Background: an optimization exercise with open tools, aiming at small area, a short achievable clock period and few clock cycles. Do not read the settings as production practice. The RTL was checked by simulation tests, not by an equivalence proof against the original design. No activity file was given, so power comes from the tool's default toggle rates.

--- flow/config.mk ---
export PLATFORM = sky130hd
export DESIGN_NAME = atc_decode
export DESIGN_NICKNAME = atc_decode
export VERILOG_FILES = /design/flow/design.v
export SDC_FILE = /design/flow/constraint.sdc
export NUM_CORES = 4
export LEC_CHECK = 0
export CAP_MARGIN = 20
export CORE_MARGIN = 2
export CORE_UTILIZATION = 65
export CTS_BUF_LIST = sky130_fd_sc_hd__clkbuf_4
export PLACE_DENSITY = 0.75
export SETUP_SLACK_MARGIN = 1.5
export SLEW_MARGIN = 20
--- flow/design.v ---
module atc_decode (
    input  wire        clk,
    input  wire        rst,         
    input  wire        start,       
    input  wire [7:0]  in_len,      
    output wire        busy,
    output reg         src_re,
    output reg  [7:0]  src_addr,
    input  wire [7:0]  src_rdata,
    input  wire [8:0]  rd_addr,
    output reg  [31:0] rd_data
);
    localparam [2:0] S_IDLE = 3'd0,
                     S_LEN  = 3'd1,    
                     S_TYP  = 3'd2,    
                     S_PAYL = 3'd3,    
                     S_PAY  = 3'd4;    
    localparam [3:0] D_FLAGS  = 4'd0,
                     D_U16    = 4'd1,
                     D_U32    = 4'd2,
                     D_TXP    = 4'd3,
                     D_DEVCLS = 4'd4,
                     D_ITVL   = 4'd5,
                     D_APPEAR = 4'd6,
                     D_ADVITV = 4'd7,
                     D_LEADDR = 4'd8,
                     D_LEROLE = 4'd9;
    reg [2:0] state;
    reg [7:0] pos;         
    reg [7:0] rm1;         
    reg [7:0] npos;        
    reg       last;        
    reg       fin;         
    reg [4:0] n;           
    reg [7:0] pa;          
    reg [4:0] j;           
    reg [3:0] dest;        
    reg       res_m;       
    reg       res_a;       
    reg [17:0] fs_present;
    reg [3:0]  fs_complete;
    reg [3:0]  fs_u16_count;
    reg [2:0]  fs_u32_count;
    reg [7:0]  v_off [0:7];    
    reg        v_n0;           
    reg [4:0]  v_n1, v_n2;     
    reg [2:0]  v_n3;           
    reg [4:0]  v_n4;           
    reg [3:0]  v_n5;           
    reg [4:0]  v_n6, v_n7;     
    reg [7:0]  fs_flags, fs_txp, fs_lerole;
    reg [7:0]  fs_appear [0:1];
    reg [7:0]  fs_advitvl [0:1];
    reg [7:0]  fs_devcls [0:2];
    reg [7:0]  fs_itvl [0:3];
    reg [7:0]  fs_leaddr [0:6];
    reg [7:0]  u16 [0:27];     
    reg [7:0]  u32 [0:27];     
    assign busy = (state != S_IDLE);
    wire take  = (state == S_IDLE) && start;
    wire clr   = rst || take;             
    wire [7:0] L = src_rdata;
    wire [7:0] T = src_rdata;
    reg        len_ok;
    reg        copies;
    reg [3:0]  t_dest;
    reg [4:0]  k_idx;         
    reg        k_valid;       
    always @* begin
        len_ok  = 1'b1;
        copies  = 1'b0;
        t_dest  = D_FLAGS;
        k_idx   = 5'd0;
        k_valid = 1'b1;
        case (T)
            8'h01:        begin k_idx = 5'd0;  len_ok = (n == 5'd1); copies = 1'b1; t_dest = D_FLAGS; end
            8'h02, 8'h03: begin k_idx = 5'd1;  len_ok = !n[0];       copies = 1'b1; t_dest = D_U16; end
            8'h04, 8'h05: begin k_idx = 5'd2;  len_ok = (n[1:0] == 2'd0); copies = 1'b1; t_dest = D_U32; end
            8'h06, 8'h07: begin k_idx = 5'd3;  len_ok = (n[3:0] == 4'd0); end
            8'h08, 8'h09: begin k_idx = 5'd4;  end
            8'h0A:        begin k_idx = 5'd5;  len_ok = (n == 5'd1); copies = 1'b1; t_dest = D_TXP; end
            8'h0D:        begin k_idx = 5'd6;  len_ok = (n == 5'd3); copies = 1'b1; t_dest = D_DEVCLS; end
            8'h12:        begin k_idx = 5'd7;  len_ok = (n == 5'd4); copies = 1'b1; t_dest = D_ITVL; end
            8'h16:        begin k_idx = 5'd8;  len_ok = (n >= 5'd2); end
            8'h17:        begin k_idx = 5'd9;  len_ok = (n == 5'd0 || n == 5'd6 || n == 5'd12 ||
                                                           n == 5'd18 || n == 5'd24); end
            8'h19:        begin k_idx = 5'd10; len_ok = (n == 5'd2); copies = 1'b1; t_dest = D_APPEAR; end
            8'h1A:        begin k_idx = 5'd11; len_ok = (n == 5'd2); copies = 1'b1; t_dest = D_ADVITV; end
            8'h1B:        begin k_idx = 5'd12; len_ok = (n == 5'd7); copies = 1'b1; t_dest = D_LEADDR; end
            8'h1C:        begin k_idx = 5'd13; len_ok = (n == 5'd1); copies = 1'b1; t_dest = D_LEROLE; end
            8'h20:        begin k_idx = 5'd14; len_ok = (n >= 5'd4); end
            8'h21:        begin k_idx = 5'd15; len_ok = (n >= 5'd16); end
            8'h24:        begin k_idx = 5'd16; end
            8'hFF:        begin k_idx = 5'd17; end
            default:      k_valid = 1'b0;
        endcase
    end
    wire typ_bad  = k_valid && !len_ok;
    wire go_pay   = copies && (n != 5'd0);
    reg [2:0] n_div6;
    always @* begin
        case (n)
            5'd6:    n_div6 = 3'd1;
            5'd12:   n_div6 = 3'd2;
            5'd18:   n_div6 = 3'd3;
            5'd24:   n_div6 = 3'd4;
            default: n_div6 = 3'd0;
        endcase
    end
    wire [7:0] pos_p1 = pos + 8'd1;
    wire [7:0] pos_p2 = pos + 8'd2;
    wire       jlast  = (pa == pos);          
    always @* begin
        case (state)
            S_IDLE:  begin src_re = start && (in_len != 8'd0); src_addr = 8'd0;   end
            S_LEN:   begin src_re = (rm1 != 8'd0);             src_addr = pos_p1; end
            S_TYP:   begin
                if (last) begin src_re = (n != 5'd0); src_addr = pos_p2; end
                else      begin src_re = 1'b1;        src_addr = npos;   end
            end
            S_PAYL:  begin src_re = 1'b1;                      src_addr = pa;     end
            default: begin src_re = !(jlast && fin);  src_addr = jlast ? pos_p1 : pa; end
        endcase
    end
    wire len_cyc = (state == S_LEN) || (state == S_PAYL);
    always @(posedge clk) begin
        if (rst) begin
            state <= S_IDLE;
            pos   <= 8'd0;
            res_m <= 1'b0;
            res_a <= 1'b0;
        end else begin
            if (len_cyc) begin
                n    <= L[4:0] - 5'd1;
                npos <= pos_p1 + L;        
                last <= (L == rm1);
                rm1  <= rm1 + ~L;          
            end
            case (state)
                S_IDLE: if (start) begin
                    pos   <= 8'd0;
                    rm1   <= in_len - 8'd1;
                    res_m <= 1'b0;
                    res_a <= 1'b0;
                    if (in_len != 8'd0) state <= S_LEN;
                end
                S_LEN, S_PAYL: begin
                    if (L > rm1) begin
                        res_m <= 1'b1;
                        state <= S_IDLE;
                    end else if (L == 8'd0 || L > 8'd30) begin
                        res_a <= 1'b1;
                        state <= S_IDLE;
                    end else
                        state <= (state == S_LEN) ? S_TYP : S_PAY;
                    pa <= pa + 8'd1;
                end
                S_TYP: begin
                    j    <= 5'd0;
                    dest <= t_dest;
                    fin  <= last;
                    pa   <= last ? pos + 8'd3 : pos_p2;
                    if (typ_bad) begin
                        res_a <= 1'b1;
                        state <= S_IDLE;
                    end else begin
                        pos <= npos;
                        if (go_pay)
                            state <= last ? S_PAY : S_PAYL;
                        else
                            state <= last ? S_IDLE : S_LEN;
                    end
                end
                default: begin             
                    j  <= j + 5'd1;
                    pa <= pa + 8'd1;
                    if (jlast)
                        state <= fin ? S_IDLE : S_TYP;
                end
            endcase
        end
    end
    wire        fs_wr = (state == S_TYP) && !typ_bad;    
    wire [17:0] k_hot = fs_wr && k_valid ? (18'd1 << k_idx) : 18'd0;
    wire [7:0]  voff_d = clr ? 8'd0 : pos_p2;
    wire [4:0]  vn_d   = clr ? 5'd0 : n;
    integer v;
    always @(posedge clk) begin
        fs_present <= clr ? 18'd0 : (fs_present | k_hot);
        if (clr) begin
            fs_complete  <= 4'd0;
            fs_u16_count <= 4'd0;
            fs_u32_count <= 3'd0;
            v_n0 <= 1'b0;
            v_n3 <= 3'd0;
        end else begin
            if (k_hot[1]) begin fs_complete[0] <= T[0]; fs_u16_count <= n[4:1]; end
            if (k_hot[2]) begin fs_complete[1] <= T[0]; fs_u32_count <= n[4:2]; end
            if (k_hot[3]) begin fs_complete[2] <= T[0]; v_n0 <= n[4]; end
            if (k_hot[4])       fs_complete[3] <= T[0];
            if (k_hot[9])       v_n3 <= n_div6;
        end
        if (clr || k_hot[3])  v_off[0] <= voff_d;
        if (clr || k_hot[4])  v_off[1] <= voff_d;
        if (clr || k_hot[8])  v_off[2] <= voff_d;
        if (clr || k_hot[9])  v_off[3] <= voff_d;
        if (clr || k_hot[14]) v_off[4] <= voff_d;
        if (clr || k_hot[15]) v_off[5] <= voff_d;
        if (clr || k_hot[16]) v_off[6] <= voff_d;
        if (clr || k_hot[17]) v_off[7] <= voff_d;
        if (clr || k_hot[4])  v_n1 <= vn_d;
        if (clr || k_hot[8])  v_n2 <= vn_d;
        if (clr || k_hot[14]) v_n4 <= vn_d;
        if (clr || k_hot[15]) v_n5 <= vn_d[3:0];
        if (clr || k_hot[16]) v_n6 <= vn_d;
        if (clr || k_hot[17]) v_n7 <= vn_d;
    end
    wire       pay   = (state == S_PAY);
    wire [7:0] wd    = clr ? 8'd0 : src_rdata;
    wire       pd_u16 = pay && dest == D_U16;
    wire       pd_u32 = pay && dest == D_U32;
    always @(posedge clk) begin
        for (v = 0; v < 28; v = v + 1) begin
            if (clr || (pd_u16 && j == v)) u16[v] <= wd;
            if (clr || (pd_u32 && j == v)) u32[v] <= wd;
        end
        for (v = 0; v < 2; v = v + 1) begin
            if (clr || (pay && dest == D_APPEAR && j == v)) fs_appear[v]  <= wd;
            if (clr || (pay && dest == D_ADVITV && j == v)) fs_advitvl[v] <= wd;
        end
        for (v = 0; v < 3; v = v + 1)
            if (clr || (pay && dest == D_DEVCLS && j == v)) fs_devcls[v] <= wd;
        for (v = 0; v < 4; v = v + 1)
            if (clr || (pay && dest == D_ITVL && j == v))   fs_itvl[v] <= wd;
        for (v = 0; v < 7; v = v + 1)
            if (clr || (pay && dest == D_LEADDR && j == v)) fs_leaddr[v] <= wd;
        if (clr || (pay && dest == D_FLAGS))  fs_flags  <= wd;
        if (clr || (pay && dest == D_TXP))    fs_txp    <= wd;
        if (clr || (pay && dest == D_LEROLE)) fs_lerole <= wd;
    end
    wire [15:0] lo = 16'd1 << rd_addr[3:0];
    wire g_ctl = (rd_addr[8:4] == 5'h00);
    wire g_fs  = (rd_addr[8:4] == 5'h04);
    wire g_fs5 = (rd_addr[8:4] == 5'h05);
    wire g_u16 = (rd_addr[8:4] == 5'h08);
    wire g_u32 = (rd_addr[8:4] == 5'h10);
    always @* begin
        rd_data = 32'd0;
        rd_data = rd_data | ({32{g_ctl & lo[1]}} & {31'd0, busy});    
        rd_data = rd_data | ({32{g_ctl & lo[2]}} & {28'd0, res_a, res_m, res_a, 1'b0});    
        rd_data = rd_data | ({32{g_ctl & lo[3]}} & 32'h1743_1D00);    
        rd_data = rd_data | ({32{g_ctl & lo[4]}} & 32'h003F_7F80);    
        rd_data = rd_data | ({32{g_ctl & lo[9]}} & {24'd0, pos});    
        rd_data = rd_data | ({32{g_fs & lo[0]}} & {14'd0, fs_present});    
        rd_data = rd_data | ({32{g_fs & lo[1]}} & {28'd0, fs_complete});    
        rd_data = rd_data | ({32{g_fs & lo[2]}} & {8'd0, fs_lerole, fs_txp, fs_flags});    
        rd_data = rd_data | ({32{g_fs & lo[3]}} & {fs_advitvl[1], fs_advitvl[0], fs_appear[1], fs_appear[0]});    
        rd_data = rd_data | ({32{g_fs & lo[4]}} & {16'd0, 5'd0, fs_u32_count, 4'd0, fs_u16_count});    
        rd_data = rd_data | ({32{g_fs & lo[5]}} & {16'd0, 7'd0, v_n0, v_off[0]});    
        rd_data = rd_data | ({32{g_fs & lo[6]}} & {16'd0, 3'd0, v_n1, v_off[1]});    
        rd_data = rd_data | ({32{g_fs & lo[7]}} & {16'd0, 3'd0, v_n2, v_off[2]});    
        rd_data = rd_data | ({32{g_fs & lo[8]}} & {16'd0, 5'd0, v_n3, v_off[3]});    
        rd_data = rd_data | ({32{g_fs & lo[9]}} & {16'd0, 3'd0, v_n4, v_off[4]});    
        rd_data = rd_data | ({32{g_fs & lo[10]}} & {16'd0, 3'd0, fs_present[15], v_n5, v_off[5]});    
        rd_data = rd_data | ({32{g_fs & lo[11]}} & {16'd0, 3'd0, v_n6, v_off[6]});    
        rd_data = rd_data | ({32{g_fs & lo[12]}} & {16'd0, 3'd0, v_n7, v_off[7]});    
        rd_data = rd_data | ({32{g_fs & lo[13]}} & {8'd0, fs_devcls[2], fs_devcls[1], fs_devcls[0]});    
        rd_data = rd_data | ({32{g_fs & lo[14]}} & {fs_itvl[3], fs_itvl[2], fs_itvl[1], fs_itvl[0]});    
        rd_data = rd_data | ({32{g_fs & lo[15]}} & {fs_leaddr[3], fs_leaddr[2], fs_leaddr[1], fs_leaddr[0]});    
        rd_data = rd_data | ({32{g_fs5 & lo[0]}} & {8'd0, fs_leaddr[6], fs_leaddr[5], fs_leaddr[4]});    
        rd_data = rd_data | ({32{g_u16 & lo[0]}} & {16'd0, u16[1], u16[0]});    
        rd_data = rd_data | ({32{g_u16 & lo[1]}} & {16'd0, u16[3], u16[2]});    
        rd_data = rd_data | ({32{g_u16 & lo[2]}} & {16'd0, u16[5], u16[4]});    
        rd_data = rd_data | ({32{g_u16 & lo[3]}} & {16'd0, u16[7], u16[6]});    
        rd_data = rd_data | ({32{g_u16 & lo[4]}} & {16'd0, u16[9], u16[8]});    
        rd_data = rd_data | ({32{g_u16 & lo[5]}} & {16'd0, u16[11], u16[10]});    
        rd_data = rd_data | ({32{g_u16 & lo[6]}} & {16'd0, u16[13], u16[12]});    
        rd_data = rd_data | ({32{g_u16 & lo[7]}} & {16'd0, u16[15], u16[14]});    
        rd_data = rd_data | ({32{g_u16 & lo[8]}} & {16'd0, u16[17], u16[16]});    
        rd_data = rd_data | ({32{g_u16 & lo[9]}} & {16'd0, u16[19], u16[18]});    
        rd_data = rd_data | ({32{g_u16 & lo[10]}} & {16'd0, u16[21], u16[20]});    
        rd_data = rd_data | ({32{g_u16 & lo[11]}} & {16'd0, u16[23], u16[22]});    
        rd_data = rd_data | ({32{g_u16 & lo[12]}} & {16'd0, u16[25], u16[24]});    
        rd_data = rd_data | ({32{g_u16 & lo[13]}} & {16'd0, u16[27], u16[26]});    
        rd_data = rd_data | ({32{g_u32 & lo[0]}} & {u32[3], u32[2], u32[1], u32[0]});    
        rd_data = rd_data | ({32{g_u32 & lo[1]}} & {u32[7], u32[6], u32[5], u32[4]});    
        rd_data = rd_data | ({32{g_u32 & lo[2]}} & {u32[11], u32[10], u32[9], u32[8]});    
        rd_data = rd_data | ({32{g_u32 & lo[3]}} & {u32[15], u32[14], u32[13], u32[12]});    
        rd_data = rd_data | ({32{g_u32 & lo[4]}} & {u32[19], u32[18], u32[17], u32[16]});    
        rd_data = rd_data | ({32{g_u32 & lo[5]}} & {u32[23], u32[22], u32[21], u32[20]});    
        rd_data = rd_data | ({32{g_u32 & lo[6]}} & {u32[27], u32[26], u32[25], u32[24]});    
    end
endmodule
--- flow/run.sh ---
#!/bin/bash
# synth_recipe.tcl (not shown) runs the flow's synth.tcl, then flattens the netlist and writes it again
# the make line also repeats each setting of config.mk as NAME=value (left out here)
make -C /OpenROAD-flow-scripts/flow DESIGN_CONFIG=/design/flow/config.mk WORK_HOME=/design/flow/orfs CLKGATE_MAP_FILE= SYNTH_SCRIPT=/design/flow/synth_recipe.tcl finish
--- flow/constraint.sdc ---
create_clock -name core_clock -period 6.0 [get_ports {clk}]
set_input_delay 1.2000 -clock core_clock [delete_from_list [all_inputs] [get_ports {clk}]]
set_output_delay 1.2000 -clock core_clock [all_outputs]
set_load 0.01 [all_outputs]
==> results.cfg, run 1 <==
[logic_synthesis]
yosys-mux-area-fraction_pct = 0.804
synth-warning-count = 9
netlist_area_um2 = 32700
synth_fp_nets = 2307
synth_compound_area_share_pct = 13.6
syn_avg_cell_area_um2 = 14.6
ys.flop_type = edfxtp_1
synth_xor_area_share_pct = 1.58
syn_inst = 2240
synth_fa_ha_area_share_pct = 1.54
synth_seq_cells = 795
ys_async_sr_fraction_pct = 0
yosysUniqueCellTypes = 80
synth_top_family_by_area = compound AO/OA/AOI/OAI gates
ys_seq_area_share_pct = 71.7
synth-simple-area-share_pct = 8.53
synth_edf_count = 749

[place]
portBuffers = 69
hpwl_mm = 71.6
gp_congestion = 1.02
dp_cells = 3032

[worst_setup_path]
rrSetupSlack_ps = 2250
crit_path_end_kind = primary output
critPathLaunchType = input pin
cp_top_family = simple AND/OR/NAND/NOR gates
critical_path_required_ps = 4800
path_common_cell = buf_6
r2r_start = state[0]
slowest_stage = or3b_4
path_max_fanout = 4
cp_num_buf_inv = 4
cpPeakStageDelay_ps = 550
r2r_end = u16[24][0]
path_cells = buf_6, or3b_4, or2_4, nor3_4, buf_12, buf_6, a222oi_1, nand4_1, or3b_4, buf_6
crit_arrival_ps = 3640
r2r_cells = 7
path_class = input pin to primary output

[final_layout]
layout-drive-gt1-share_pct = 29.9
nFillCells = 2768
areaGrowthSynthToFinish_pct = 23.2
layout_common_cells = 749 x edfxtp_1, 278 x clkbuf_4, 257 x buf_4
fin_nets = 2780
final_cells = 3534
layout_commonest_cell = edfxtp_1

[min_path]
hold_path_class = register to register
holdPathEnd = fs_present[4]
hold_start = fs_present[4]
whs_path_depth = 2

[outcome]
status = finished clean

[detailed_routing]
firstDrtPassIters = 9
wire_per_inst_um = 33.5
met2_length_mm = 52.8
drt_iter0_drc = 4642
routedLengthMet1_mm = 37.6
drc = 0
vias = 25329
wl_mm = 118
ant_nets = 0
viasPerCell = 7.17
highest_layer = met5
wl_met3_mm = 18.7

[floorplanning]
io-pin-count = 70
rows = 82
initial_core_util_pct = 65.5
die_y_um = 228
dieArea_um2 = 52100
core_area_um2 = 49900
chipWidth_um = 228

[timing]
worst_pin_slew_ps = 1290
slew_violations = 0
hold_viol_final = 0
skew_ps = 71.8
fmax_mhz = 206
slew_headroom_pct = 13.9
period_share_pct = 80.7
finalSetupViolations = 0
period_needed_ps = 4840
finalSetupTns_ps = 0
rsz0062_at_grt = true

[clock_tree]
insertion_delay_ps = 1060
cts_root_buffer = clkbuf_4
clkSinkCount = 795
cts_tree = yes
path_clk_slew_ps = 70
clockBufferDepth = 3
htreeDepth = 4
numCtsBuffers = 192
cts_hold_buf = 0

[global_routing]
antenna_found_initial = 4
first_global_vias = 24503
grt_max_degree = 78
grt_pass1_wl_mm = 166
grt.total_usage_pct = 45.2
grt_overflow_total = 0

[power_and_ir_drop]
leakagePower_nw = 15.2
pwr_density_cell_nw_per_um2 = 295
peakVddDrop_uv = 182

[flow_run]
maxCapViolations = 0
worst reg2reg max path: stages, from the launching register on:
cell	delay, ps
dfxtp_2	420
nor2_1	450
nand2_1	180
nor2_1	220
nand2_1	90
nor3_1	500
nand2_1	530
o21ai_1	1010
what timing repair did:
action,4_1_cts,5_1_grt
cloned,10,1
resized for setup,340,76
pin swaps,78,65
setup buffers,120,28
setup endpoints to repair,41,34
state kept, by name, summed over array words and instances (netlist names), 8 cells and up:
signal,flops
fs_advitvl,16
fs_appear,16
fs_devcls,24
fs_flags,8
fs_itvl,32
fs_leaddr,56
fs_lerole,8
fs_present,18
fs_txp,8
npos,8
pa,8
pos,8
rm1,8
u16,224
u32,224
v_off,64
worst max-delay path by stage:
stage | from | to | slack (ps) | depth (start not counted)
final | rd_addr[6] | rd_data[5] | 1160 | 10
after global placement | rd_addr[0] | rd_data[13] | 170 | 9
after floorplan | src_rdata[1] | v_n6[0] | 1550 | 9
after detailed placement | rd_addr[0] | rd_data[13] | 130 | 9
after CTS | rd_addr[6] | rd_data[5] | 1270 | 10
after global routing | rd_addr[8] | rd_data[21] | 1170 | 12
per-layer routing:
metal | vias up | track usage, %
met1 | 12047 | 57.1
met5 | - | 0
li1 | 10107 | -
met4 | 4 | 28.3
met2 | 2594 | 67.6
met3 | 577 | 15.5
final cells by class:
type	instances	area (um2)	area share [%]
clock inverters	60	300	0.746
diodes	5	12.5	0.0311
inverters	45	173	0.429
clock buffers	278	2090	5.19
repair buffers	409	3910	9.72
flip-flops and latches	795	23400	58.3
multi-input cells	1270	9470	23.5
well taps	672	841	2.09
synthesized netlist by cell type (4+ instances only):
| master | n | share of area [%] |
|---|---|---|
| a221oi_1 | 54 | 1.4 |
| nor2_1 | 97 | 1.1 |
| nor4_1 | 14 | 0.27 |
| inv_1 | 45 | 0.52 |
| o21bai_1 | 4 | 0.092 |
| a22oi_1 | 189 | 4.3 |
| and3_1 | 16 | 0.31 |
| nor3b_1 | 4 | 0.092 |
| xnor2_1 | 42 | 1.1 |
| or2_2 | 10 | 0.19 |
| mux2i_1 | 24 | 0.74 |
| nor3_2 | 4 | 0.12 |
| a222oi_1 | 41 | 1.3 |
| or4_1 | 7 | 0.16 |
| xor2_1 | 17 | 0.46 |
| buf_2 | 44 | 0.67 |
| o21ai_0 | 125 | 1.9 |
| nand3b_1 | 5 | 0.11 |
| or3b_2 | 4 | 0.11 |
| a2111oi_0 | 8 | 0.21 |
| o31ai_1 | 5 | 0.11 |
| and2_1 | 4 | 0.077 |
| a211oi_1 | 12 | 0.28 |
| a22o_1 | 57 | 1.5 |
| edfxtp_1 | 749 | 69 |
| ha_1 | 37 | 1.4 |
| nor4b_1 | 5 | 0.13 |
| a21oi_1 | 58 | 0.89 |
| a31oi_1 | 11 | 0.21 |
| nor2b_1 | 12 | 0.23 |
| nor3_1 | 49 | 0.75 |
| nand4_1 | 59 | 1.1 |
| nand2b_1 | 18 | 0.34 |
| nand2_1 | 139 | 1.6 |
| dfxtp_1 | 46 | 2.8 |
| or3_1 | 12 | 0.23 |
| buf_1 | 6 | 0.069 |
| o22ai_1 | 4 | 0.077 |
| nand3_1 | 54 | 0.83 |
| clkbuf_1 | 76 | 0.87 |
| a221o_1 | 9 | 0.28 |
where the power goes:
group,switching (mW),internal (mW)
sequential,0.158,6.54
combinational,0.522,0.198
clock,2.23,2.21
total,2.91,8.95
through the flow:
stage	area (um2)	total power [mW]	hold WS, ps	utilization (%)	worst slack, ps
after floorplan	32700	7.07	421	-	1550
after global placement	35300	7.40	440	70.8	172
after detailed placement	35300	7.43	445	70.9	130
after CTS	39700	11.7	456	79.7	1270
after global routing	40200	12.2	494	80.7	1170
final	40200	11.9	465	80.7	1160
cells by family after synthesis:
logic type | Yosys count
flops | 795
compound gates | 608
simple gates | 536
buf+inv | 177
xor+xnor | 59
fa+ha+maj | 39
mux | 26
Testbench counts, summed over its fixed seeds: cycles 43,076.
==> run 2, diff against run 1 <==
--- a/flow/design.v
+++ b/flow/design.v
@@ -238,56 +238,43 @@
         if (clr || (pay && dest == D_TXP))    fs_txp    <= wd;
         if (clr || (pay && dest == D_LEROLE)) fs_lerole <= wd;
     end
-    wire [15:0] lo = 16'd1 << rd_addr[3:0];
-    wire g_ctl = (rd_addr[8:4] == 5'h00);
-    wire g_fs  = (rd_addr[8:4] == 5'h04);
-    wire g_fs5 = (rd_addr[8:4] == 5'h05);
-    wire g_u16 = (rd_addr[8:4] == 5'h08);
-    wire g_u32 = (rd_addr[8:4] == 5'h10);
-    always @* begin
-        rd_data = 32'd0;
-        rd_data = rd_data | ({32{g_ctl & lo[1]}} & {31'd0, busy});    
-        rd_data = rd_data | ({32{g_ctl & lo[2]}} & {28'd0, res_a, res_m, res_a, 1'b0});    
-        rd_data = rd_data | ({32{g_ctl & lo[3]}} & 32'h1743_1D00);    
-        rd_data = rd_data | ({32{g_ctl & lo[4]}} & 32'h003F_7F80);    
-        rd_data = rd_data | ({32{g_ctl & lo[9]}} & {24'd0, pos});    
-        rd_data = rd_data | ({32{g_fs & lo[0]}} & {14'd0, fs_present});    
-        rd_data = rd_data | ({32{g_fs & lo[1]}} & {28'd0, fs_complete});    
-        rd_data = rd_data | ({32{g_fs & lo[2]}} & {8'd0, fs_lerole, fs_txp, fs_flags});    
-        rd_data = rd_data | ({32{g_fs & lo[3]}} & {fs_advitvl[1], fs_advitvl[0], fs_appear[1], fs_appear[0]});    
-        rd_data = rd_data | ({32{g_fs & lo[4]}} & {16'd0, 5'd0, fs_u32_count, 4'd0, fs_u16_count});    
-        rd_data = rd_data | ({32{g_fs & lo[5]}} & {16'd0, 7'd0, v_n0, v_off[0]});    
-        rd_data = rd_data | ({32{g_fs & lo[6]}} & {16'd0, 3'd0, v_n1, v_off[1]});    
-        rd_data = rd_data | ({32{g_fs & lo[7]}} & {16'd0, 3'd0, v_n2, v_off[2]});    
-        rd_data = rd_data | ({32{g_fs & lo[8]}} & {16'd0, 5'd0, v_n3, v_off[3]});    
-        rd_data = rd_data | ({32{g_fs & lo[9]}} & {16'd0, 3'd0, v_n4, v_off[4]});    
-        rd_data = rd_data | ({32{g_fs & lo[10]}} & {16'd0, 3'd0, fs_present[15], v_n5, v_off[5]});    
-        rd_data = rd_data | ({32{g_fs & lo[11]}} & {16'd0, 3'd0, v_n6, v_off[6]});    
-        rd_data = rd_data | ({32{g_fs & lo[12]}} & {16'd0, 3'd0, v_n7, v_off[7]});    
-        rd_data = rd_data | ({32{g_fs & lo[13]}} & {8'd0, fs_devcls[2], fs_devcls[1], fs_devcls[0]});    
-        rd_data = rd_data | ({32{g_fs & lo[14]}} & {fs_itvl[3], fs_itvl[2], fs_itvl[1], fs_itvl[0]});    
-        rd_data = rd_data | ({32{g_fs & lo[15]}} & {fs_leaddr[3], fs_leaddr[2], fs_leaddr[1], fs_leaddr[0]});    
-        rd_data = rd_data | ({32{g_fs5 & lo[0]}} & {8'd0, fs_leaddr[6], fs_leaddr[5], fs_leaddr[4]});    
-        rd_data = rd_data | ({32{g_u16 & lo[0]}} & {16'd0, u16[1], u16[0]});    
-        rd_data = rd_data | ({32{g_u16 & lo[1]}} & {16'd0, u16[3], u16[2]});    
-        rd_data = rd_data | ({32{g_u16 & lo[2]}} & {16'd0, u16[5], u16[4]});    
-        rd_data = rd_data | ({32{g_u16 & lo[3]}} & {16'd0, u16[7], u16[6]});    
-        rd_data = rd_data | ({32{g_u16 & lo[4]}} & {16'd0, u16[9], u16[8]});    
-        rd_data = rd_data | ({32{g_u16 & lo[5]}} & {16'd0, u16[11], u16[10]});    
-        rd_data = rd_data | ({32{g_u16 & lo[6]}} & {16'd0, u16[13], u16[12]});    
-        rd_data = rd_data | ({32{g_u16 & lo[7]}} & {16'd0, u16[15], u16[14]});    
-        rd_data = rd_data | ({32{g_u16 & lo[8]}} & {16'd0, u16[17], u16[16]});    
-        rd_data = rd_data | ({32{g_u16 & lo[9]}} & {16'd0, u16[19], u16[18]});    
-        rd_data = rd_data | ({32{g_u16 & lo[10]}} & {16'd0, u16[21], u16[20]});    
-        rd_data = rd_data | ({32{g_u16 & lo[11]}} & {16'd0, u16[23], u16[22]});    
-        rd_data = rd_data | ({32{g_u16 & lo[12]}} & {16'd0, u16[25], u16[24]});    
-        rd_data = rd_data | ({32{g_u16 & lo[13]}} & {16'd0, u16[27], u16[26]});    
-        rd_data = rd_data | ({32{g_u32 & lo[0]}} & {u32[3], u32[2], u32[1], u32[0]});    
-        rd_data = rd_data | ({32{g_u32 & lo[1]}} & {u32[7], u32[6], u32[5], u32[4]});    
-        rd_data = rd_data | ({32{g_u32 & lo[2]}} & {u32[11], u32[10], u32[9], u32[8]});    
-        rd_data = rd_data | ({32{g_u32 & lo[3]}} & {u32[15], u32[14], u32[13], u32[12]});    
-        rd_data = rd_data | ({32{g_u32 & lo[4]}} & {u32[19], u32[18], u32[17], u32[16]});    
-        rd_data = rd_data | ({32{g_u32 & lo[5]}} & {u32[23], u32[22], u32[21], u32[20]});    
-        rd_data = rd_data | ({32{g_u32 & lo[6]}} & {u32[27], u32[26], u32[25], u32[24]});    
+    reg [31:0] w_ctl, w_fs, w_u32;
+    reg [15:0] w_u16;
+    always @* begin
+        case (rd_addr[3:0])
+            4'h1:    w_ctl = {31'd0, busy};                              
+            4'h2:    w_ctl = {28'd0, res_a, res_m, res_a, 1'b0};         
+            4'h3:    w_ctl = 32'h1743_1D00;                              
+            4'h4:    w_ctl = 32'h003F_7F80;                              
+            4'h9:    w_ctl = {24'd0, pos};                               
+            default: w_ctl = 32'd0;
+        endcase
+        case (rd_addr[4:0])
+            5'h00:   w_fs = {14'd0, fs_present};
+            5'h01:   w_fs = {28'd0, fs_complete};
+            5'h02:   w_fs = {8'd0, fs_lerole, fs_txp, fs_flags};
+            5'h03:   w_fs = {fs_advitvl[1], fs_advitvl[0], fs_appear[1], fs_appear[0]};
+            5'h04:   w_fs = {16'd0, 5'd0, fs_u32_count, 4'd0, fs_u16_count};
+            5'h05:   w_fs = {16'd0, 7'd0, v_n0, v_off[0]};
+            5'h06:   w_fs = {16'd0, 3'd0, v_n1, v_off[1]};
+            5'h07:   w_fs = {16'd0, 3'd0, v_n2, v_off[2]};
+            5'h08:   w_fs = {16'd0, 5'd0, v_n3, v_off[3]};
+            5'h09:   w_fs = {16'd0, 3'd0, v_n4, v_off[4]};
+            5'h0A:   w_fs = {16'd0, 3'd0, fs_present[15], v_n5, v_off[5]};
+            5'h0B:   w_fs = {16'd0, 3'd0, v_n6, v_off[6]};
+            5'h0C:   w_fs = {16'd0, 3'd0, v_n7, v_off[7]};
+            5'h0D:   w_fs = {8'd0, fs_devcls[2], fs_devcls[1], fs_devcls[0]};
+            5'h0E:   w_fs = {fs_itvl[3], fs_itvl[2], fs_itvl[1], fs_itvl[0]};
+            5'h0F:   w_fs = {fs_leaddr[3], fs_leaddr[2], fs_leaddr[1], fs_leaddr[0]};
+            5'h10:   w_fs = {8'd0, fs_leaddr[6], fs_leaddr[5], fs_leaddr[4]};
+            default: w_fs = 32'd0;
+        endcase
+        w_u16 = (rd_addr[3:0] < 4'd14) ? {u16[{rd_addr[3:0], 1'b1}], u16[{rd_addr[3:0], 1'b0}]} : 16'd0;
+        w_u32 = (rd_addr[2:0] < 3'd7) ? {u32[{rd_addr[2:0], 2'd3}], u32[{rd_addr[2:0], 2'd2}],
+                                         u32[{rd_addr[2:0], 2'd1}], u32[{rd_addr[2:0], 2'd0}]} : 32'd0;
+        rd_data = ({32{rd_addr[8:4] == 5'h00}} & w_ctl)
+                | ({32{rd_addr[8:5] == 4'h2}}  & w_fs)
+                | ({32{rd_addr[8:4] == 5'h08}} & {16'd0, w_u16})
+                | ({32{rd_addr[8:3] == 6'h20}} & w_u32);
     end
 endmodule
==> flow/config.mk (replaced) <==
export PLATFORM = sky130hd
export DESIGN_NAME = atc_decode
export DESIGN_NICKNAME = atc_decode
export VERILOG_FILES = /design/flow/design.v
export SDC_FILE = /design/flow/constraint.sdc
export NUM_CORES = 4
export LEC_CHECK = 0
export ABC_AREA = 1
export CAP_MARGIN = 20
export CORE_MARGIN = 2
export CORE_UTILIZATION = 80
export CTS_BUF_LIST = sky130_fd_sc_hd__clkbuf_16
export CTS_CLUSTER_DIAMETER = 60
export CTS_CLUSTER_SIZE = 20
export PLACE_DENSITY = 0.88
export SETUP_SLACK_MARGIN = 2.0
export SLEW_MARGIN = 20
==> run 2 against run 1 <==
The flow now stops in 5_1_grt. Area after synthesis rose by 2.9%. Synthesized cell count rose by 27%.
==> results.cfg, run 2 <==
[floorplanning]
io-pin-count = 70
rows = 75
chipWidth_um = 209
die_y_um = 209
initial_core_util_pct = 80.7

[global_routing]
grt_max_degree = 87
grt.total_usage_pct = 82.9
grt_pass1_wl_mm = 259
first_global_vias = 35940
grt_overflow_total = 476

[clock_tree]
clockBufferDepth = 3
cts_hold_buf = 0
cts_root_buffer = clkbuf_16
htreeDepth = 2
clkSinkCount = 795
numCtsBuffers = 48

[logic_synthesis]
netlist_area_um2 = 33600
yosysTopAreaCell = edfxtp_1
ys.flop_type = edfxtp_1
synth.top_cells.by_area = edfxtp_1 67%, nand2_1 7.1%, dfxtp_1 2.7%, o21ai_0 2.7%, nor2_1 2.3%
synth-warning-count = 9
yosysUniqueCellTypes = 48
syn_inst = 2852
synth_seq_cells = 795
yosys-top-cells-count = 749 x edfxtp_1, 632 x nand2_1, 210 x nor2_1
synth_edf_count = 749
synth.top_cell.area_share_pct = 66.9
synth_fp_nets = 2920
syn_avg_cell_area_um2 = 11.8
ys_async_sr_fraction_pct = 0
ys_seq_area_share_pct = 69.6
synth_most_common_cell = edfxtp_1

[outcome]
haltStage = 5_1_grt
status = did not finish
error = [ERROR GRT-0116] Global routing finished with congestion. Check the congestion regions in the DRC Viewer.

[place]
dp_cells = 3491
gp_congestion = 1.01
hpwl_mm = 70.7
portBuffers = 69
-- run 2: worst max path at each step --
stage                from          endpoint  slack, ps  depth (start not counted)
2_1_floorplan         rst  fs_advitvl[0][0]       1610                          5
4_1_cts        rd_addr[0]        rd_data[2]       1700                         14
3_3_place_gp   rd_addr[0]       rd_data[17]        160                         11
3_5_place_dp   rd_addr[3]        rd_data[1]        -20                         12
-- run 2: metrics by stage --
step | hold WS (ps) | worst slack, ps | area [um2] | total power, mW | setup TNS [ps]
CTS | 479 | 1700 | 40300 | 11.8 | 0
floorplan | 424 | 1610 | 33600 | 7.80 | 0
detailed placement | 465 | -24.0 | 35800 | 8.43 | -46.1
global placement | 446 | 163 | 35800 | 8.31 | 0
-- run 2: cell families after synthesis --
kind of cell | share of synthesized area (%)
and+or+nand+nor | 13.2
DFF | 69.6
AOI/OAI and AO/OA | 11.1
buffers and inverters | 3.70
adders and majority gates | 1.53
xor gates and xnor gates | 0.886
-- run 2: what timing repair did --
| action | 4_1_cts |
|---|---|
| endpoints found under the setup margin | 159 |
| gates cloned | 11 |
| gates resized for setup | 646 |
| hold endpoints to repair | 0 |
| buffers inserted | 147 |
| pin swaps | 135 |
-- run 2: routing by layer --
metal	track usage (%)	GRT overflow
met2	96.8	264
met4	81.3	187
met5	35.2	0
met3	69.1	15
met1	85.3	10
-- run 2: power groups by stage --
stage	clock (mW)	sequential (mW)	combinational [mW]
floorplan	0	7.13	0.667
global placement	0	7.18	1.13
detailed placement	0	7.25	1.18
CTS	3.26	7.18	1.37
Testbench counts of run 2, summed over its fixed seeds: cycles 43,076.
==> run 3, diff against run 2 <==
--- a/flow/design.v
+++ b/flow/design.v
@@ -112,7 +112,7 @@
     wire       jlast  = (pa == pos);          
     always @* begin
         case (state)
-            S_IDLE:  begin src_re = start && (in_len != 8'd0); src_addr = 8'd0;   end
+            S_IDLE:  begin src_re = start && !rst && (in_len != 8'd0); src_addr = 8'd0; end
             S_LEN:   begin src_re = (rm1 != 8'd0);             src_addr = pos_p1; end
             S_TYP:   begin
                 if (last) begin src_re = (n != 5'd0); src_addr = pos_p2; end
@@ -238,6 +238,19 @@
         if (clr || (pay && dest == D_TXP))    fs_txp    <= wd;
         if (clr || (pay && dest == D_LEROLE)) fs_lerole <= wd;
     end
+    wire [15:0] u16_t [0:15];
+    wire [31:0] u32_t [0:7];
+    genvar gi;
+    generate
+        for (gi = 0; gi < 16; gi = gi + 1) begin : g_u16w
+            if (gi < 14) assign u16_t[gi] = {u16[2*gi+1], u16[2*gi]};
+            else         assign u16_t[gi] = 16'd0;
+        end
+        for (gi = 0; gi < 8; gi = gi + 1) begin : g_u32w
+            if (gi < 7) assign u32_t[gi] = {u32[4*gi+3], u32[4*gi+2], u32[4*gi+1], u32[4*gi]};
+            else        assign u32_t[gi] = 32'd0;
+        end
+    endgenerate
     reg [31:0] w_ctl, w_fs, w_u32;
     reg [15:0] w_u16;
     always @* begin
@@ -269,9 +282,8 @@
             5'h10:   w_fs = {8'd0, fs_leaddr[6], fs_leaddr[5], fs_leaddr[4]};
             default: w_fs = 32'd0;
         endcase
-        w_u16 = (rd_addr[3:0] < 4'd14) ? {u16[{rd_addr[3:0], 1'b1}], u16[{rd_addr[3:0], 1'b0}]} : 16'd0;
-        w_u32 = (rd_addr[2:0] < 3'd7) ? {u32[{rd_addr[2:0], 2'd3}], u32[{rd_addr[2:0], 2'd2}],
-                                         u32[{rd_addr[2:0], 2'd1}], u32[{rd_addr[2:0], 2'd0}]} : 32'd0;
+        w_u16 = u16_t[rd_addr[3:0]];
+        w_u32 = u32_t[rd_addr[2:0]];
         rd_data = ({32{rd_addr[8:4] == 5'h00}} & w_ctl)
                 | ({32{rd_addr[8:5] == 4'h2}}  & w_fs)
                 | ({32{rd_addr[8:4] == 5'h08}} & {16'd0, w_u16})
--- a/flow/config.mk
+++ b/flow/config.mk
@@ -8,10 +8,10 @@
 export ABC_AREA = 1
 export CAP_MARGIN = 20
 export CORE_MARGIN = 2
-export CORE_UTILIZATION = 80
+export CORE_UTILIZATION = 70
 export CTS_BUF_LIST = sky130_fd_sc_hd__clkbuf_16
 export CTS_CLUSTER_DIAMETER = 60
 export CTS_CLUSTER_SIZE = 20
-export PLACE_DENSITY = 0.88
+export PLACE_DENSITY = 0.8
 export SETUP_SLACK_MARGIN = 2.0
 export SLEW_MARGIN = 20
==> run 3 against run 2 <==
Now clean on timing, DRC and antenna. Synthesized cell count increased by 1.6%. Area after synthesis down 0.31%.
==> results.cfg, run 3 <==
[outcome]
status = finished clean

[detailed_routing]
ant_nets = 0
wl_mm = 115
wire_per_inst_um = 29.9
vias = 26942
firstDrtPassIters = 9
drc = 0
drt_iter0_drc = 5050
viasPerCell = 7.00

[timing]
rsz0062_at_grt = true
period_needed_ps = 4470
fmax_mhz = 224
period_share_pct = 74.5
whs_ps = 465
worst_pin_slew_ps = 1250
skew_ps = 38.4
finalSetupTns_ps = 0
hold_viol_final = 0
slew_violations = 0
slew_headroom_pct = 15.9
finalSetupViolations = 0

[floorplanning]
rows = 80
core_area_um2 = 47400
chipWidth_um = 223
die_y_um = 223
initial_core_util_pct = 70.6
dieArea_um2 = 49600
io-pin-count = 70

[global_routing]
antenna_found_initial = 5
first_global_vias = 25490
grt_pass1_wl_mm = 162
grt_overflow_total = 0
grt_max_degree = 78
grt.total_usage_pct = 44.8

[logic_synthesis]
ys.flop_type = edfxtp_1
synth_fp_nets = 2965
yosys-top-cells-count = 780 x nand2_1, 749 x edfxtp_1, 201 x nor2_1
synth_seq_cells = 795
synth_most_common_cell = nand2_1
ys_async_sr_fraction_pct = 0
syn_inst = 2897
syn_avg_cell_area_um2 = 11.6
ys_seq_area_share_pct = 69.9
netlist_area_um2 = 33500
synth.top_cell.area_share_pct = 67.1
yosysTopAreaCell = edfxtp_1
synth-warning-count = 9
synth.top_cells.by_area = edfxtp_1 67%, nand2_1 8.7%, dfxtp_1 2.7%, o21ai_0 2.4%, nor2_1 2.3%
synth_edf_count = 749
yosysUniqueCellTypes = 52

[power_and_ir_drop]
p_clk_share_pct = 28.1
pwr_density_cell_nw_per_um2 = 306
p_int_mw = 8.98
leakagePower_nw = 15.9
peakVddDrop_uv = 356
swShare_pct = 27.1
comb_power_share_pct = 13.0
p_seq_share_pct = 58.8
switchingPower_mw = 3.33

[worst_setup_path]
rrSetupSlack_ps = 2460
crit_arrival_ps = 3270
crit_path_end_kind = primary output
r2r_cells = 4
r2r_end = u16[26][2]
path_class = input pin to primary output
critical_path_required_ps = 4800
path_max_fanout = 6
critPathLaunchType = input pin
r2r_start = state[2]

[clock_tree]
path_clk_slew_ps = 80
numCtsBuffers = 49
cts_root_buffer = clkbuf_16
insertion_delay_ps = 650
clockBufferDepth = 3
htreeDepth = 2
cts_hold_buf = 0
clkSinkCount = 795
cts_tree = yes

[flow_run]
maxCapViolations = 0

[place]
portBuffers = 69
gp_congestion = 0.950
hpwl_mm = 67.1

[min_path]
whs_path_depth = 2
holdPathEnd = fs_present[10]
hold_start = fs_present[10]
hold_path_class = register to register

[final_layout]
reg_top3 = u16 (224), u32 (224), v_off (64)
layout_commonest_cell = edfxtp_1
fin_nets = 3273
areaGrowthSynthToFinish_pct = 20.3
layout_common_cells = 749 x edfxtp_1, 730 x nand2_1, 226 x buf_4
layout-drive-gt1-share_pct = 21.7
## run 3: changes by cell type after synthesis, moves of 13 or more
cell,previous run,this run
a31oi_1,28,14
inv_1,199,186
o21ai_0,179,163
nand2_1,632,780
a221oi_1,55,40
a21oi_1,154,128
clkbuf_1,105,91
## run 3: kinds of logic (layout without fill, tap and decap cells)
kind of cell,count (synthesis),in the layout,share of synthesized area (%)
other,0,2,0
muxes,1,1,0.0299
adders and majority gates,40,40,1.54
DFF,795,795,69.9
and+or+nand+nor,1252,1252,15.6
xor gates and xnor gates,38,38,0.993
AOI/OAI and AO/OA,465,465,8.52
buffers and inverters,306,642,3.50
## run 3: worst max-delay path by stage
stage | depth (start not counted) | slack [ps] | endpoint | start
after CTS | 14 | 1690 | rd_data[7] | rd_addr[0]
after global placement | 13 | 190 | rd_data[6] | rd_addr[0]
after global routing | 14 | 1530 | rd_data[8] | rd_addr[1]
final | 13 | 1530 | rd_data[7] | rd_addr[1]
after detailed placement | 14 | 170 | rd_data[2] | rd_addr[0]
after floorplan | 5 | 1770 | fs_advitvl[0][0] | start
## run 3: per-layer routing
metal,global-route usage [%],wire (um),share of wire (%),vias to the layer above
li1,-,-,-,10932
met1,57.3,36400,32,12617
met2,70.6,52100,45,2713
met3,12.0,17300,15,670
met4,24.9,9000,7.8,10
met5,0,70,0.061,-
## run 3: what timing repair did
item,CTS,global route
endpoints found under the setup margin,134,133
pin swaps,118,71
setup buffers,111,31
gates cloned,7,2
gates resized for setup,553,92
## run 3: area by class of cell
| class | count | area, um2 |
|---|---|---|
| multi-input combinational | 1796 | 10400 |
| clock inverter | 29 | 226 |
| antenna | 2 | 5.00 |
| sequential | 795 | 23400 |
| fill | 2226 | 7130 |
| timing repair buffer | 364 | 3450 |
| inverter | 199 | 827 |
| tap | 615 | 769 |
| clock buffer | 50 | 1250 |
## run 3: critical path, stage by stage
cell and delay (ps):
buf_12 120, inv_2 80, nand2_2 80, buf_4 130, nor2_1 180, nand2_2 170
buf_4 180, nor2_1 350, a211oi_2 120, nand3_2 150, o21ai_2 80, nand4_1 220
buf_2 200
## run 3: through the flow
| step | worst slack [ps] | utilization, % | power (mW) | instance area [um2] | std cells |
|---|---|---|---|---|---|
| floorplan | 1770 | - | 7.96 | 33500 | 2897 |
| CTS | 1690 | 83.6 | 12.0 | 39700 | 3815 |
| global route | 1530 | 85.0 | 12.5 | 40300 | 3849 |
| global placement | 195 | 75.4 | 8.54 | 35800 | 3615 |
| finish | 1530 | 85.0 | 12.3 | 40300 | 3850 |
| detailed placement | 167 | 75.5 | 8.63 | 35800 | 3618 |
## run 3: power groups by stage
stage | Sequential, mW | Clock, mW | Combinational (mW)
final | 7.25 | 3.47 | 1.61
after floorplan | 7.19 | 0 | 0.762
after CTS | 7.19 | 3.38 | 1.47
after detailed placement | 7.29 | 0 | 1.34
after global placement | 7.25 | 0 | 1.29
after global routing | 7.28 | 3.59 | 1.67
Testbench counts of run 3, summed over its fixed seeds: cycles 43,076.
==> run 4, diff against run 3 <==
--- a/flow/config.mk
+++ b/flow/config.mk
@@ -8,10 +8,10 @@
 export ABC_AREA = 1
 export CAP_MARGIN = 20
 export CORE_MARGIN = 2
-export CORE_UTILIZATION = 70
+export CORE_UTILIZATION = 60
 export CTS_BUF_LIST = sky130_fd_sc_hd__clkbuf_16
 export CTS_CLUSTER_DIAMETER = 60
 export CTS_CLUSTER_SIZE = 20
-export PLACE_DENSITY = 0.8
+export PLACE_DENSITY = 0.72
 export SETUP_SLACK_MARGIN = 2.0
 export SLEW_MARGIN = 20
==> run 4 against run 3 <==
Via count fell by 6.0%. Hold slack got worse by 1.1 ps. Clock-buffer cell count rose by 2. Combinational power barely moved. Highest routed layer unchanged. Still clean on timing, DRC and antenna. Worst setup slack improved by 89 ps. Total power rose by 0.40%. Synthesized cell count did not move. Critical path type unchanged. Cell area rose by 2.7%. Global-route usage fell by 8.8 points.
==> results.cfg, run 4 <==
[floorplanning]
initial_core_util_pct = 60.7
io-pin-count = 70
chipWidth_um = 240
die_y_um = 240
dieArea_um2 = 57800
rows = 86
core_area_um2 = 55200

[logic_synthesis]
yosysUniqueCellTypes = 52
netlist_area_um2 = 33500
synth.top_cells.by_area = edfxtp_1 67%, nand2_1 8.7%, dfxtp_1 2.7%, o21ai_0 2.4%, nor2_1 2.3%
syn_inst = 2897
ys.flop_type = edfxtp_1
syn_avg_cell_area_um2 = 11.6
yosysTopAreaCell = edfxtp_1
ys_async_sr_fraction_pct = 0
synth-warning-count = 9
ys_seq_area_share_pct = 69.9
synth_seq_cells = 795
synth_edf_count = 749
synth.top_cell.area_share_pct = 67.1
synth_most_common_cell = nand2_1
synth_fp_nets = 2965
yosys-top-cells-count = 780 x nand2_1, 749 x edfxtp_1, 201 x nor2_1

[worst_setup_path]
cpPeakStageDelay_ps = 570
startpoint = rd_addr[1]
cp_top_family = compound AO/OA/AOI/OAI gates
critical_path_required_ps = 4800
r2r_start = state[2]
slowest_stage = o21ai_0
path_class = input pin to primary output
crit_arrival_ps = 3180
cp_num_buf_inv = 5
path_max_fanout = 10
path_common_cell = buf_4
path_cells = buf_12, inv_2, nand2_4, nor2_4, nand2_2, buf_4, buf_4, o21ai_0, o211ai_1, buf_2
critPathLaunchType = input pin
crit_path_end_kind = primary output

[timing]
slew_violations = 0
period_share_pct = 73.0
finalSetupTns_ps = 0
skew_ps = 27.7
worst_pin_slew_ps = 1070
fmax_mhz = 228
rsz0062_at_grt = true
finalSetupViolations = 0
period_needed_ps = 4380
hold_viol_final = 0
slew_headroom_pct = 28.0

[clock_tree]
numCtsBuffers = 51
clockBufferDepth = 3
clkSinkCount = 795
insertion_delay_ps = 650
htreeDepth = 2
path_clk_slew_ps = 70
cts_tree = yes
cts_root_buffer = clkbuf_16
cts_hold_buf = 0

[detailed_routing]
viasPerCell = 6.30
drc = 0
wire_per_inst_um = 26.4
ant_nets = 0
firstDrtPassIters = 6
drt_iter0_drc = 3662
wl_mm = 106
vias = 25316

[min_path]
hold_path_class = register to register
hold_start = fs_present[8]

[final_layout]
areaGrowthSynthToFinish_pct = 23.5
final_cells = 4020
layout_common_cells = 749 x edfxtp_1, 708 x nand2_1, 231 x buf_4
reg_top3 = u16 (224), u32 (224), v_off (64)
fin_nets = 3309
nFillCells = 3495
layout-drive-gt1-share_pct = 23.8
layout_commonest_cell = edfxtp_1

[global_routing]
first_global_vias = 23920
antenna_found_initial = 3
grt_overflow_total = 0
grt_pass1_wl_mm = 151
grt_max_degree = 78
grt.total_usage_pct = 36.1

[place]
hpwl_mm = 64.8
dp_cells = 3739
portBuffers = 69
gp_congestion = 1.02

[power_and_ir_drop]
peakVddDrop_uv = 240
leakagePower_nw = 16.3
pwr_density_cell_nw_per_um2 = 299

[flow_run]
maxCapViolations = 0

[outcome]
status = finished clean
## run 4: worst paths after layout
kind,to,slack (ps),depth (start not counted)
hold reg to reg,fs_present[8],460,2
hold / removal,fs_present[8],460,2
setup / recovery,rd_data[14],1620,10
setup reg to reg,u16[9][7],2360,6
## run 4: layout make-up
cell class / instances / area [um2] / area share (%)
Sequential cell: 795 / 23400 / 56.6
Multi-Input combinational cell: 1796 / 10700 / 25.8
Timing Repair Buffer: 394 / 3950 / 9.53
Clock buffer: 52 / 1300 / 3.14
Tap cell: 748 / 936 / 2.26
Inverter: 199 / 823 / 1.99
Clock inverter: 31 / 254 / 0.614
Timing Repair inverter: 4 / 27.5 / 0.0665
Antenna cell: 1 / 2.50 / 0.00605
## run 4: per-layer routing
layer  GRT usage, %  part of all wire, %  up-vias
li1               -                    -    11004
met1           48.9                   37    12255
met2           56.8                   46     1703
met3           7.82                   12      352
met4           15.6                  5.3        2
met5              0                0.011        -
## run 4: report_power, final
group          total (mW)  leakage, nW  internal (mW)  switching, mW
logic                1.62         7.12          0.501           1.12
registers            7.21         8.34           6.93          0.279
clock network        3.54        0.802           1.65           1.89
total                12.4         16.3           9.08           3.29
## run 4: cells by family after synthesis
family | count (synthesis) | share of synthesized area (%)
AOI/OAI and AO/OA | 465 | 8.52
xor gates and xnor gates | 38 | 0.993
adders and majority gates | 40 | 1.54
buffers and inverters | 306 | 3.50
DFF | 795 | 69.9
muxes | 1 | 0.0299
and+or+nand+nor | 1252 | 15.6
## run 4: repair_timing
item                                    4_1_cts  5_1_grt
gates resized for setup                     583      173
setup buffers                               125       55
cloned                                       14        3
pin swaps                                   133      119
endpoints found under the setup margin      134      127
## run 4: worst reg2reg max path, stage by stage, from the launching register on
cell and delay (ps):
dfxtp_1 690, nor2_1 220, nand2_1 490, nand2_2 380
inv_2 650, buf_12 360, o21ai_1 460
## run 4: stage by stage
step	power [mW]	setup WS [ps]	hold WS (ps)	cell area, um2	utilization (%)
2_1_floorplan	7.96	1770	424	33500	-
3_3_place_gp	8.56	215	448	35900	65.1
3_5_place_dp	8.63	203	455	35900	65.1
4_1_cts	12.2	1710	466	40300	73.0
5_1_grt	12.7	1570	485	41400	75.0
6_report	12.4	1620	464	41400	75.0
==> run 5, diff against run 4 <==
--- a/flow/design.v
+++ b/flow/design.v
@@ -28,7 +28,6 @@
     reg [2:0] state;
     reg [7:0] pos;         
     reg [7:0] rm1;         
-    reg [7:0] npos;        
     reg       last;        
     reg       fin;         
     reg [4:0] n;           
@@ -109,6 +108,7 @@
     end
     wire [7:0] pos_p1 = pos + 8'd1;
     wire [7:0] pos_p2 = pos + 8'd2;
+    wire [7:0] npos   = pos_p2 + {3'd0, n};   
     wire       jlast  = (pa == pos);          
     always @* begin
         case (state)
@@ -132,7 +132,6 @@
         end else begin
             if (len_cyc) begin
                 n    <= L[4:0] - 5'd1;
-                npos <= pos_p1 + L;        
                 last <= (L == rm1);
                 rm1  <= rm1 + ~L;          
             end
@@ -251,6 +250,15 @@
             else        assign u32_t[gi] = 32'd0;
         end
     endgenerate
+    wire [7:0] v_set;
+    generate
+        for (gi = 0; gi < 8; gi = gi + 1) begin : g_vset
+            assign v_set[gi] = |v_off[gi];
+        end
+    endgenerate
+    wire [17:0] present = {v_set[7], v_set[6], v_set[5], v_set[4], fs_present[13:10],
+                           v_set[3], v_set[2], fs_present[7:5], v_set[1], v_set[0],
+                           fs_present[2:0]};
     reg [31:0] w_ctl, w_fs, w_u32;
     reg [15:0] w_u16;
     always @* begin
@@ -263,7 +271,7 @@
             default: w_ctl = 32'd0;
         endcase
         case (rd_addr[4:0])
-            5'h00:   w_fs = {14'd0, fs_present};
+            5'h00:   w_fs = {14'd0, present};
             5'h01:   w_fs = {28'd0, fs_complete};
             5'h02:   w_fs = {8'd0, fs_lerole, fs_txp, fs_flags};
             5'h03:   w_fs = {fs_advitvl[1], fs_advitvl[0], fs_appear[1], fs_appear[0]};
@@ -273,7 +281,7 @@
             5'h07:   w_fs = {16'd0, 3'd0, v_n2, v_off[2]};
             5'h08:   w_fs = {16'd0, 5'd0, v_n3, v_off[3]};
             5'h09:   w_fs = {16'd0, 3'd0, v_n4, v_off[4]};
-            5'h0A:   w_fs = {16'd0, 3'd0, fs_present[15], v_n5, v_off[5]};
+            5'h0A:   w_fs = {16'd0, 3'd0, v_set[5], v_n5, v_off[5]};
             5'h0B:   w_fs = {16'd0, 3'd0, v_n6, v_off[6]};
             5'h0C:   w_fs = {16'd0, 3'd0, v_n7, v_off[7]};
             5'h0D:   w_fs = {8'd0, fs_devcls[2], fs_devcls[1], fs_devcls[0]};
--- a/flow/config.mk
+++ b/flow/config.mk
@@ -8,10 +8,10 @@
 export ABC_AREA = 1
 export CAP_MARGIN = 20
 export CORE_MARGIN = 2
-export CORE_UTILIZATION = 60
+export CORE_UTILIZATION = 70
 export CTS_BUF_LIST = sky130_fd_sc_hd__clkbuf_16
 export CTS_CLUSTER_DIAMETER = 60
 export CTS_CLUSTER_SIZE = 20
-export PLACE_DENSITY = 0.72
-export SETUP_SLACK_MARGIN = 2.0
+export PLACE_DENSITY = 0.8
+export SETUP_SLACK_MARGIN = 2.5
 export SLEW_MARGIN = 20
==> run 5 against run 4 <==
First-iteration DRC count is 75% higher. Sequential power down 5.0%. Clock-buffer cell count unchanged. Maximum frequency is 14% lower. Critical path type unchanged.
==> results.cfg, run 5 <==
[power_and_ir_drop]
swShare_pct = 26.8
comb_power_share_pct = 11.9
p_int_mw = 8.61
p_seq_share_pct = 58.1
pwr_density_cell_nw_per_um2 = 288
total_power_mw = 11.8
peakVddDrop_uv = 343
p_clk_share_pct = 29.9
switchingPower_mw = 3.16
leakagePower_nw = 16.1

[clock_tree]
clockBufferDepth = 3
htreeDepth = 2
clkSinkCount = 779
numCtsBuffers = 48
cts_hold_buf = 0
path_clk_slew_ps = 70
insertion_delay_ps = 670
cts_tree = yes
cts_root_buffer = clkbuf_16

[place]
dp_cells = 3542
gp_congestion = 0.962
portBuffers = 69
hpwl_mm = 65.7

[detailed_routing]
drc = 0
ant_nets = 0
wire_per_inst_um = 34.1
firstDrtPassIters = 20
drt_iter0_drc = 6421
viasPerCell = 7.62
wl_mm = 131
vias = 29209

[flow_run]
maxCapViolations = 0

[logic_synthesis]
synth_edf_count = 741
ys_seq_area_share_pct = 69.2
synth.top_cells.by_area = edfxtp_1 67%, nand2_1 7.9%, o21ai_0 2.5%, nor2_1 2.3%, dfxtp_1 2.3%
yosysUniqueCellTypes = 57
synth_xor_area_share_pct = 0.896
synth_top_family_by_area = simple AND/OR/NAND/NOR gates
synth-simple-area-share_pct = 15.4
yosys-mux-area-fraction_pct = 0.0301
synth-warning-count = 9
ys_async_sr_fraction_pct = 0
synth_most_common_cell = edfxtp_1
synth.top_cell.area_share_pct = 66.9
synth_fa_ha_area_share_pct = 1.48
synth_compound_area_share_pct = 9.43
ys.flop_type = edfxtp_1
syn_avg_cell_area_um2 = 11.7
synth_fp_nets = 2914
synth_seq_cells = 779
syn_inst = 2848
yosysTopAreaCell = edfxtp_1
netlist_area_um2 = 33200
yosys-top-cells-count = 741 x edfxtp_1, 702 x nand2_1, 206 x nor2_1

[worst_setup_path]
rrSetupSlack_ps = 2420
crit_arrival_ps = 3900
path_class = input pin to primary output
r2r_end = fs_itvl[1][6]
crit_path_end = rd_data[19]
critPathLaunchType = input pin
startpoint = rd_addr[0]
crit_path_end_kind = primary output
r2r_cells = 7
critical_path_required_ps = 4800
path_max_fanout = 17
r2r_start = state[2]

[timing]
finalSetupViolations = 0
whs_ps = 468
period_needed_ps = 5100
skew_ps = 31.7
finalSetupTns_ps = 0
period_share_pct = 85.0
slew_headroom_pct = 21.6
slew_violations = 0
worst_pin_slew_ps = 1180
rsz0062_at_grt = true
hold_viol_final = 0
fmax_mhz = 196

[floorplanning]
die_y_um = 222
dieArea_um2 = 49200
rows = 79
chipWidth_um = 222
initial_core_util_pct = 71.1
io-pin-count = 70
core_area_um2 = 46800

[final_layout]
reg_top3 = u16 (224), u32 (224), v_off (64)
final_util_pct = 87.4
areaGrowthSynthToFinish_pct = 23.0
layout-drive-gt1-share_pct = 26.0
layout_common_cells = 741 x edfxtp_1, 614 x nand2_1, 244 x buf_4
final_cells = 3835
fin_nets = 3261
layout_commonest_cell = edfxtp_1

[outcome]
status = finished clean

[min_path]
hold_path_class = register to register

[global_routing]
grt_max_degree = 78
grt_pass1_wl_mm = 172
first_global_vias = 26775
grt_overflow_total = 0
grt.total_usage_pct = 48.2
antenna_found_initial = 9
[run 5: cell count changes in the layout (fill, tap and decap cells not counted), moves of 13 or more]
cell,previous run,this run
nand2_4,22,39
inv_1,170,156
buf_4,231,244
nand4_1,77,90
nand2_1,708,614
buf_6,45,62
o21ai_1,42,23
[run 5: layer usage]
layer  share of wire [%]  wire length, um  global-route usage [%]  vias to the layer above
met5                0.17              228                    2.54                        -
met4                  11            14300                    30.3                       10
met3                  18            23200                    17.7                     1257
met1                  29            37800                    58.0                    13420
met2                  42            55200                    74.1                     3573
li1                    -                -                       -                    10949
[run 5: worst min path at each step]
stage | cells past startpoint | slack, ps | endpoint | start
after CTS | 2 | 470 | v_n3[1] | v_n3[1]
after global placement | 2 | 460 | fs_present[5] | fs_present[5]
final | 2 | 470 | fs_present[2] | fs_present[2]
after detailed placement | 2 | 460 | fs_present[2] | fs_present[2]
after floorplan | 0 | 420 | fin | last
after global routing | 2 | 500 | fs_present[2] | fs_present[2]
[run 5: area by class of cell]
type	count	area [um2]
clock inverter	22	169
clock buffer	52	1300
antenna	9	22.5
fill	1823	5870
timing repair buffer	395	3710
sequential	779	23000
multi-input combinational	1769	10900
inverter	199	925
tap	607	759
timing repair inverter	3	21.3
[run 5: kinds of logic (layout without fill, tap and decap cells)]
group | Yosys count | after routing
XOR/XNOR | 34 | 34
flip-flops | 779 | 779
multiplexers | 1 | 1
adder cells (fa/ha/maj) | 38 | 38
other | 0 | 9
AND/OR/NAND/NOR | 1199 | 1201
buffers and inverters | 302 | 671
AO/OA/AOI/OAI | 495 | 495
[run 5: power by group through the flow]
stage / Combinational, mW / Clock (mW) / Sequential [mW]
after global placement: 0.967 / 0 / 6.83
after CTS: 1.18 / 3.36 / 6.76
after detailed placement: 0.999 / 0 / 6.86
after floorplan: 0.583 / 0 / 6.80
after global routing: 1.43 / 3.62 / 6.86
final: 1.41 / 3.52 / 6.85
[run 5: what timing repair did]
item / CTS / global route
setup endpoints to repair: 1004 / 246
buffers inserted: 139 / 56
pin swaps: 143 / 74
resized for setup: 628 / 148
cloned: 10 / 3
[run 5: critical path: stages]
cell	delay, ps
buf_12	130
inv_8	70
nor2_4	60
nand2_4	90
buf_4	140
clkinvlp_4	90
buf_12	170
nand2_1	80
nand3_1	120
a221oi_1	780
a21oi_1	360
o21ai_2	310
nand3_2	140
buf_6	140
[run 5: per-stage QoR]
step                setup slack, ps  cell area [um2]
floorplan                      1710            33700
global placement                346            35500
detailed placement              200            35500
CTS                            1790            39800
global route                   1010            40900
finish                          900            40900
Testbench counts of run 5, summed over its fixed seeds: cycles 43,076.
==> run 6, diff against run 5 <==
--- a/flow/config.mk
+++ b/flow/config.mk
@@ -13,5 +13,5 @@
 export CTS_CLUSTER_DIAMETER = 60
 export CTS_CLUSTER_SIZE = 20
 export PLACE_DENSITY = 0.8
-export SETUP_SLACK_MARGIN = 2.5
+export SETUP_SLACK_MARGIN = 2.0
 export SLEW_MARGIN = 20
==> run 6 against run 5 <==
Sequential share of layout area rose by 0.80 points. Via count fell by 5.8%. First-iteration DRC count fell by 13%. Total power fell by 1.8%. Routed wire length fell by 9.9%. Clock skew rose by 0.63 ps. Largest cell class unchanged. Highest routed layer unchanged.
==> results.cfg, run 6 <==
[outcome]
status = finished clean

[logic_synthesis]
synth_most_common_cell = edfxtp_1
synth_edf_count = 741
yosys-top-cells-count = 741 x edfxtp_1, 702 x nand2_1, 206 x nor2_1
ys.flop_type = edfxtp_1
yosysUniqueCellTypes = 57
synth-warning-count = 9
ys_seq_area_share_pct = 69.2
yosysTopAreaCell = edfxtp_1
synth_fp_nets = 2914
netlist_area_um2 = 33200
synth.top_cells.by_area = edfxtp_1 67%, nand2_1 7.9%, o21ai_0 2.5%, nor2_1 2.3%, dfxtp_1 2.3%
synth.top_cell.area_share_pct = 66.9
synth_seq_cells = 779
syn_avg_cell_area_um2 = 11.7
ys_async_sr_fraction_pct = 0
syn_inst = 2848

[worst_setup_path]
path_class = input pin to primary output
critical_path_required_ps = 4800
path_max_fanout = 18
crit_path_end_kind = primary output
startpoint = rd_addr[0]
critPathLaunchType = input pin
crit_arrival_ps = 3380
path_cells = buf_12, inv_8, nor2_4, nand2_8, clkinvlp_4, buf_6, nand2_1, nand3_1, a221oi_1, nand2_1, a21oi_4, nand2_1, buf_2
r2r_start = state[2]
slowest_stage = a221oi_1
path_common_cell = nand2_1
cpPeakStageDelay_ps = 470

[detailed_routing]
viasPerCell = 7.20
wire_per_inst_um = 30.9
vias = 27506
ant_nets = 0
drt_iter0_drc = 5578
routedLengthMet1_mm = 36.8
wl_met3_mm = 18.6
met2_length_mm = 52.2
highest_layer = met5
wl_mm = 118
drc = 0
firstDrtPassIters = 9

[final_layout]
fin_nets = 3247
layout-drive-gt1-share_pct = 23.2
layout_commonest_cell = edfxtp_1
layout_common_cells = 741 x edfxtp_1, 632 x nand2_1, 227 x buf_4
areaGrowthSynthToFinish_pct = 21.3
reg_top3 = u16 (224), u32 (224), v_off (64)

[timing]
finalSetupViolations = 0
hold_viol_final = 0
fmax_mhz = 219
finalSetupTns_ps = 0
slew_headroom_pct = 16.1
period_needed_ps = 4580
rsz0062_at_grt = true
slew_violations = 0
skew_ps = 32.4
worst_pin_slew_ps = 1260
period_share_pct = 76.3
whs_ps = 469

[global_routing]
first_global_vias = 25464
antenna_found_initial = 7
grt.total_usage_pct = 43.8
grt_overflow_total = 0
grt_max_degree = 78
grt_pass1_wl_mm = 159

[power_and_ir_drop]
leakagePower_nw = 15.9
pwr_density_cell_nw_per_um2 = 287
peakVddDrop_uv = 318

[floorplanning]
die_y_um = 222
dieArea_um2 = 49200
initial_core_util_pct = 71.1
io-pin-count = 70
rows = 79
chipWidth_um = 222
core_area_um2 = 46800

[clock_tree]
clkSinkCount = 779
htreeDepth = 2
cts_tree = yes
insertion_delay_ps = 660
cts_root_buffer = clkbuf_16
path_clk_slew_ps = 70
numCtsBuffers = 49
cts_hold_buf = 0
clockBufferDepth = 3

[flow_run]
maxCapViolations = 0

[place]
portBuffers = 69
gp_congestion = 0.948
hpwl_mm = 65.5

[min_path]
hold_start = fs_present[5]
hold_path_class = register to register
## run 6: cell counts after synthesis
Identical to the previous run, type by type.
## run 6: report_power, final
group          switching [mW]  leakage [nW]  internal (mW)
clock                    1.89         0.761           1.55
combinational           0.912          6.93          0.403
sequential              0.239          8.24           6.57
## run 6: layout make-up
type | instances | area, um2
Antenna cell | 6 | 15.0
Clock buffer | 50 | 1250
Clock inverter | 27 | 208
Fill cell | 2053 | 6450
Inverter | 199 | 878
Multi-Input combinational cell | 1768 | 10600
Sequential cell | 779 | 23000
Tap cell | 607 | 759
Timing Repair Buffer | 382 | 3600
Timing Repair inverter | 2 | 10.0
## run 6: logic make-up after synthesis
kind of cell	share of synthesized area (%)
AOI/OAI and AO/OA	9.43
xor gates and xnor gates	0.896
adders and majority gates	1.48
buffers and inverters	3.58
DFF	69.2
muxes	0.0301
and+or+nand+nor	15.4
## run 6: worst max-delay path: cells and delay by family
| family | cells | cell delay [ps] |
|---|---|---|
| simple gates | 6 | 630 |
| buf+inv | 5 | 690 |
| compound gates | 2 | 850 |
## run 6: timing repair
item / 4_1_cts / 5_1_grt
gates cloned: 6 / 2
endpoints found under the setup margin: 108 / 130
gates resized for setup: 542 / 182
pin swaps: 100 / 102
setup buffers: 126 / 48
## run 6: worst paths after layout
kind                            slack (ps)             to  cells past startpoint
worst max register to register        2410      u32[6][1]                      4
worst min-delay path                   470  fs_present[5]                      2
worst max-delay path                  1420    rd_data[16]                     13
worst min register to register         470  fs_present[5]                      2
## run 6: stage by stage
| stage | area [um2] | std cells | setup WS (ps) | power (mW) | utilization (%) |
|---|---|---|---|---|---|
| 2_1_floorplan | 33200 | 2848 | 1710 | 7.36 | - |
| 3_3_place_gp | 35400 | 3554 | 406 | 7.79 | 75.7 |
| 3_5_place_dp | 35400 | 3554 | 285 | 7.85 | 75.7 |
| 4_1_cts | 39200 | 3763 | 1720 | 11.2 | 83.8 |
| 5_1_grt | 40300 | 3815 | 1250 | 11.8 | 86.2 |
| 6_report | 40300 | 3820 | 1420 | 11.6 | 86.2 |
## run 6: layer usage
metal  global-route usage (%)  vias to the layer above
li1                         -                    10929
met1                     56.0                    12741
met2                     68.7                     2974
met3                     11.6                      856
met4                     24.8                        6
met5                        0                        -

Setup slack of run 6, layout unchanged: 1.424 ns with ideal ports, 1.317 ns with driving cells assumed (clock clkbuf_16, inputs buf_2), 1.317 ns with port delays also shifted by the 0.693 ns mid clock arrival.
